Context: an optimization exercise on an open-source flow, tuned for small area. The choices shown serve that exercise and are no tape-out recipe.
Function was checked by simulation only, so behaviour that the tests miss may differ from the original.
Power figures rest on the tool's default switching activity, not on a simulated workload.

## flow/run.sh

```bash
#!/bin/bash
# synth_recipe.tcl (not shown) runs the flow's synth.tcl, then flattens the netlist and writes it again
# the make line also repeats each setting of config.mk as NAME=value (left out here)
make -C /OpenROAD-flow-scripts/flow DESIGN_CONFIG=/design/flow/config.mk WORK_HOME=/design/flow/orfs CLKGATE_MAP_FILE= SYNTH_SCRIPT=/design/flow/synth_recipe.tcl finish
```

## flow/config.mk

```make
export PLATFORM = sky130hd
export DESIGN_NAME = link_rx
export DESIGN_NICKNAME = link_rx
export VERILOG_FILES = /design/flow/design.v
export SDC_FILE = /design/flow/constraint.sdc
export NUM_CORES = 4
export LEC_CHECK = 0
export CAP_MARGIN = 20
export CORE_MARGIN = 2
export CORE_UTILIZATION = 40
export SLEW_MARGIN = 20
```

## flow/constraint.sdc

```tcl
create_clock -name core_clock -period 10.0 [get_ports {clk}]
set_input_delay 2.0000 -clock core_clock [delete_from_list [all_inputs] [get_ports {clk}]]
set_output_delay 2.0000 -clock core_clock [all_outputs]
set_load 0.01 [all_outputs]
```

## flow/design.v

```verilog
module hamming_decoder (
    input  wire [6:0] cw,
    output wire [3:0] nibble
);
    wire s1 = cw[0] ^ cw[2] ^ cw[4] ^ cw[6];
    wire s2 = cw[1] ^ cw[2] ^ cw[5] ^ cw[6];
    wire s3 = cw[3] ^ cw[4] ^ cw[5] ^ cw[6];
    wire [2:0] pos = {s3, s2, s1};
    reg [6:0] fixed;
    always @* begin
        fixed = cw;
        if (pos != 3'd0)
            fixed[pos - 3'd1] = ~cw[pos - 3'd1];
    end
    assign nibble = {fixed[6], fixed[5], fixed[4], fixed[2]};
endmodule
module link_rx (
    input  wire        clk,
    input  wire        rst,
    input  wire [6:0]  local_addr_in,
    input  wire        rx_valid,
    input  wire [7:0]  rx_data,
    input  wire        rx_timeout,
    output reg         hd_valid,
    output reg  [7:0]  hd_receiver,
    output reg  [7:0]  hd_sender,
    output reg  [7:0]  hd_type,
    output reg  [7:0]  hd_len,
    output reg         pl_valid,
    output reg  [63:0] pl_data,
    output reg         fe_valid,
    output reg  [1:0]  fe_code
);
    localparam [7:0] MARKER    = 8'hFF;
    localparam [7:0] START     = 8'h02;
    localparam [7:0] STOP      = 8'h03;
    localparam [7:0] BROADCAST = 8'h7F;
    localparam [1:0] FE_INVALID_DELIMITERS = 2'd2;
    localparam [1:0] POS_SCAN = 2'd0;
    localparam [1:0] POS_CW   = 2'd1;
    localparam [1:0] POS_END  = 2'd2;
    localparam integer FRAME_MAX = 261;
    reg [6:0] local_addr;
    reg [1:0] bm_pos;
    reg [7:0] bm_cw;
    reg       bm_have_upper;
    reg [3:0] bm_upper;
    reg [7:0] fa_buf [0:FRAME_MAX-1];
    reg [8:0] fa_count;
    reg       rd_active;
    reg [8:0] rd_idx;
    reg [7:0] rd_rem;
    wire [3:0] dec_nibble;
    hamming_decoder u_dec (.cw(bm_cw[6:0]), .nibble(dec_nibble));
    wire good_unit = rx_valid && (bm_pos == POS_END) && (rx_data == MARKER);
    wire push      = good_unit && bm_have_upper;
    wire [7:0] push_byte = {bm_upper, dec_nibble};
    wire [9:0] new_count = {1'b0, fa_count} + 10'd1;
    wire [9:0] need      = {2'b00, fa_buf[4]} + 10'd6;
    wire       complete  = push && (fa_count >= 9'd5) && (new_count >= need);
    wire       delims_ok = (fa_buf[0] == START) && (push_byte == STOP);
    wire       accept    = (fa_buf[1] == {1'b0, local_addr}) || (fa_buf[1] == BROADCAST);
    always @(posedge clk) begin
        if (push)
            fa_buf[fa_count] <= push_byte;
    end
    reg [63:0] rd_word;
    integer i;
    always @* begin
        for (i = 0; i < 8; i = i + 1) begin
            if (rd_idx + i < FRAME_MAX)
                rd_word[8*i +: 8] = fa_buf[rd_idx + i];
            else
                rd_word[8*i +: 8] = 8'h00;
        end
    end
    always @(posedge clk) begin
        if (rst) begin
            local_addr    <= local_addr_in;
            bm_pos        <= POS_SCAN;
            bm_have_upper <= 1'b0;
            fa_count      <= 9'd0;
            rd_active     <= 1'b0;
            hd_valid      <= 1'b0;
            pl_valid      <= 1'b0;
            fe_valid      <= 1'b0;
        end else begin
            hd_valid <= 1'b0;
            pl_valid <= 1'b0;
            fe_valid <= 1'b0;
            if (rd_active) begin
                pl_valid <= 1'b1;
                pl_data  <= rd_word;
                rd_idx   <= rd_idx + 9'd8;
                if (rd_rem <= 8'd8)
                    rd_active <= 1'b0;
                else
                    rd_rem <= rd_rem - 8'd8;
            end
            if (rx_valid) begin
                case (bm_pos)
                    POS_SCAN: if (rx_data == MARKER) bm_pos <= POS_CW;
                    POS_CW: begin
                        bm_cw  <= rx_data;
                        bm_pos <= POS_END;
                    end
                    default: begin
                        bm_pos <= POS_SCAN;
                        if (good_unit) begin
                            if (!bm_have_upper) begin
                                bm_upper      <= dec_nibble;
                                bm_have_upper <= 1'b1;
                            end else begin
                                bm_have_upper <= 1'b0;
                            end
                        end
                    end
                endcase
            end else if (rx_timeout) begin
                bm_pos        <= POS_SCAN;
                bm_have_upper <= 1'b0;
            end
            if (push) begin
                if (complete) begin
                    fa_count <= 9'd0;
                    if (!delims_ok) begin
                        fe_valid <= 1'b1;
                        fe_code  <= FE_INVALID_DELIMITERS;
                    end else if (accept) begin
                        hd_valid    <= 1'b1;
                        hd_receiver <= fa_buf[1];
                        hd_sender   <= fa_buf[2];
                        hd_type     <= fa_buf[3];
                        hd_len      <= fa_buf[4];
                        if (fa_buf[4] != 8'd0) begin
                            rd_active <= 1'b1;
                            rd_idx    <= 9'd5;
                            rd_rem    <= fa_buf[4];
                        end
                    end
                end else begin
                    fa_count <= new_count[8:0];
                end
            end
        end
    end
endmodule
```

==> reports/metrics.cfg <==
[floorplan]
die_w_um = 516
die_h_um = 516
start_util = 0.403
rows = 187
boundaryPins = 120
die_area_um2 = 266000
core_um2 = 260000

[logic_synthesis]
syn-num-nets = 5276
synth-edff-count = 2225
synthCells = 5228
synth_ff_type = edfxtp_1
yosysWarningCount = 2
synth.distinct_cells = 75
syn_area_um2 = 105000
async_flop_share = 0
ys_seq_area_frac = 0.640
ys_ff_latch = 2241
avgSynthCellArea_um2 = 20.1

[timing]
slew_headroom = 0.0706
hold_violations = 0
finClkSkew_ps = 82.6
rsz0062_at_grt = false
worst_pin_slew_ps = 1390
post-route-period-util = 0.589
drv_slew = 0
max_freq_ghz = 0.170
finalWorstPathRequiredPeriod_ps = 5890
setup_viol = 0
fin_setup_tns_ps = 0

[run]
drv_cap = 0

[cts]
clockRootBuffer = clkbuf_16
post_cts.repair.setup_buffers = 0
cts_tree = yes
cts_inserted_buffers = 228
cts.path.max_buffers = 3
ctsResizeCount = 0
clk_pin_slew_ps = 70
htreeDepth = 4
cts_hold_buf = 0
clk-insertion-delay-late_ps = 920
numClockSinks = 2241

[global_routing]
grt_max_degree = 161
antenna_found_initial = 37
overflow = 0
gr-usage-all-layers = 0.312
grt_pass1_vias = 59800
grt_pass1_wl_mm = 552

[setup_path]
timing.critical_path.slowest_stage_cell = nor3_1
critical_path_class = register to register
timing.critical_path.buf_inv = 5
r2r-end = pl_data[51]$_SDFFCE_PP0P_
endpoint_kind = register
ff2ff_setup_slack_ps = 4110
path_cells = buf_4 > buf_12 > buf_4 > buf_4 > mux4_2 > nand2_1 > and3_1 > a311oi_1 > nor3_1 > a2111oi_1 > buf_4
cp_data_required_time_ps = 10660
crit_start = rd_idx[0]$_DFFE_PP_
cp_data_arrival_time_ps = 6540
cp_common_cell = buf_4
critical-path-top-delay-family = buffers and inverters
worst_r2r_startpoint = rd_idx[0]$_DFFE_PP_
reg2reg_depth = 11
startpoint_type = register
cp_max_fo = 102
worst-path-stages = 11
crit_path_end = pl_data[51]$_SDFFCE_PP0P_
slowest_delay_ps = 880

[route]
ant_nets = 0
wirelength_mm = 418
drc_errors = 0
drt_iter0_drc = 12200
dr.pass1.iters = 9
num_vias = 62800
post_drt_wl_per_cell_um = 46.3
via_per_inst = 6.96

[place]
gp_congestion = 1.04
hpwl_mm = 299
io_buffers = 117

[pwr]
seq_power_share = 0.501
totalPowerFinal_w = 0.0203
pwr-share-clk = 0.433
power_switching_w = 0.00469
p_comb_frac = 0.066
internal-power_w = 0.0156
leakagePower_nw = 37.0
vdd_ir_drop_max_mv = 0.217
pwr_density_cell_nw_per_um2 = 173
p_sw_frac = 0.231

[cells_and_area]
fillers = 22000
drive_above_1_share = 0.328
fin_nets = 5377
final_util = 0.452
area_growth_pct = 12.2
final_common_cell = edfxtp_1
mostFrequentLayoutCells = edfxtp_1 (2,225), mux4_2 (1,211), nand2_1 (304)

[worst_hold_path]
hold_path.class = register to register

[run_status]
status = no timing/DRC/antenna violations

==> per-layer routing <==
layer / track usage / vias to the layer above / part of all wire
li1: - / 22600 / -
met1: 0.403 / 33600 / 0.34
met2: 0.463 / 5677 / 0.45
met3: 0.103 / 898 / 0.14
met4: 0.175 / 24 / 0.069
met5: 0 / - / 0.00059
==> sequential cells by signal, summed over array words and instances (netlist names), 2 cells and up <==
name and count:
bm_pos 2, hd_receiver 8, rd_idx 7, hd_len 8
fa_count 9, hd_type 8, hd_sender 8, fa_buf 2096
local_addr 7, pl_data 64, bm_cw 7, bm_upper 4
rd_rem 8
==> power by group through the flow <==
stage	clock [W]	sequential (W)	combinational, W
final	0.00880	0.0102	0.00134
after global routing	0.00916	0.0102	0.00133
after CTS	0.00882	0.0102	0.00128
after detailed placement	0	0.0104	0.00127
after global placement	0	0.0104	0.00127
after floorplan	0	0.0104	0.000713
==> how the worst min path moves through the flow <==
| stage | slack (ps) | from | cells after the start | to |
|---|---|---|---|---|
| finish | 520 | fa_buf[3][5]$_DFFE_PP_ | 0 | hd_type[5]$_DFFE_PP_ |
| detailed placement | 520 | bm_pos[0]$_SDFFE_PP0P_ | 2 | bm_pos[1]$_SDFFE_PP0P_ |
| floorplan | 420 | fa_buf[4][3]$_DFFE_PP_ | 0 | hd_len[3]$_DFFE_PP_ |
| global route | 530 | fa_buf[3][2]$_DFFE_PP_ | 0 | hd_type[2]$_DFFE_PP_ |
| CTS | 530 | fa_buf[3][2]$_DFFE_PP_ | 0 | hd_type[2]$_DFFE_PP_ |
| global placement | 500 | bm_pos[0]$_SDFFE_PP0P_ | 2 | bm_pos[1]$_SDFFE_PP0P_ |
==> stage by stage <==
stage                     hold slack (ps)  setup WS [ps]  instances  instance area [um^2]
after floorplan                       424           3180       5228                105000
after global placement                504           3950       8592                110000
after detailed placement              515           3980       8593                110000
after CTS                             533           4240       9012                118000
after global routing                  534           3930       9015                118000
final                                 523           4110       9024                118000
==> synth_stat cells (11+ instances only) <==
master | number | area [um^2]
nor3_1 | 46 | 230
nor2b_1 | 15 | 93.8
edfxtp_1 | 2225 | 66800
dfxtp_1 | 16 | 320
clkbuf_1 | 145 | 544
a2111oi_0 | 16 | 140
nand3_1 | 42 | 210
a21oi_1 | 45 | 225
xnor2_1 | 18 | 158
nor4_1 | 11 | 68.8
mux2i_1 | 144 | 1440
mux2_2 | 19 | 214
and2_1 | 18 | 113
a311oi_1 | 53 | 464
buf_1 | 28 | 105
ha_1 | 29 | 363
buf_2 | 137 | 686
a221oi_1 | 16 | 140
nor2_1 | 289 | 1080
buf_4 | 89 | 668
nand2_1 | 307 | 1150
o21ai_0 | 27 | 135
a211oi_1 | 16 | 120
o21bai_1 | 21 | 158
o22ai_1 | 24 | 150
mux4_2 | 1211 | 27300
buf_6 | 12 | 135
and3_1 | 53 | 332
inv_1 | 17 | 63.8
xor2_1 | 29 | 254
==> kinds of logic (layout without fill, tap and decap cells) <==
group,after synthesis,in the layout,synth area share
DFF,2241,2241,0.640
xor gates and xnor gates,53,53,0.00492
AOI/OAI and AO/OA,265,265,0.0188
buffers and inverters,432,722,0.0214
muxes,1376,1376,0.276
adders and majority gates,29,29,0.00346
other,2,12,0.0000716
and+or+nand+nor,830,830,0.0349
==> area by class of cell <==
class	count	area, um^2	area share
sequential	2241	67100	0.571
multi-input combinational	2555	35800	0.304
clock buffer	266	5890	0.0501
tap	3496	4370	0.0372
timing repair buffer	285	2680	0.0228
clock inverter	153	1680	0.0143
inverter	18	72.6	0.000617
antenna	10	25.0	0.000213

[static timing again, ports no longer ideal]
Ports are ideal in the flow. The routed layout listed here was re-timed in OpenROAD. Step 1 sets driving cells, clkbuf_16 on the clock port and buf_2 on the other inputs (assumed; they add their load-dependent delay and slew). Step 2 also shifts input and output timing later by t, the mid clock arrival at the registers, as if the neighbouring blocks saw the same clock. a / b / c = ideal ports / drivers / drivers and shift; a / b = the first two.
shift t [ns]: 0.968
setup slack, ns: 4.114 / 4.114 / 3.788
worst setup path after step 2: input to register
After both steps this run still meets setup and hold. For this run, drivers alone change the setup slack by 0.000 ns; drivers and shift together by -0.326 ns.
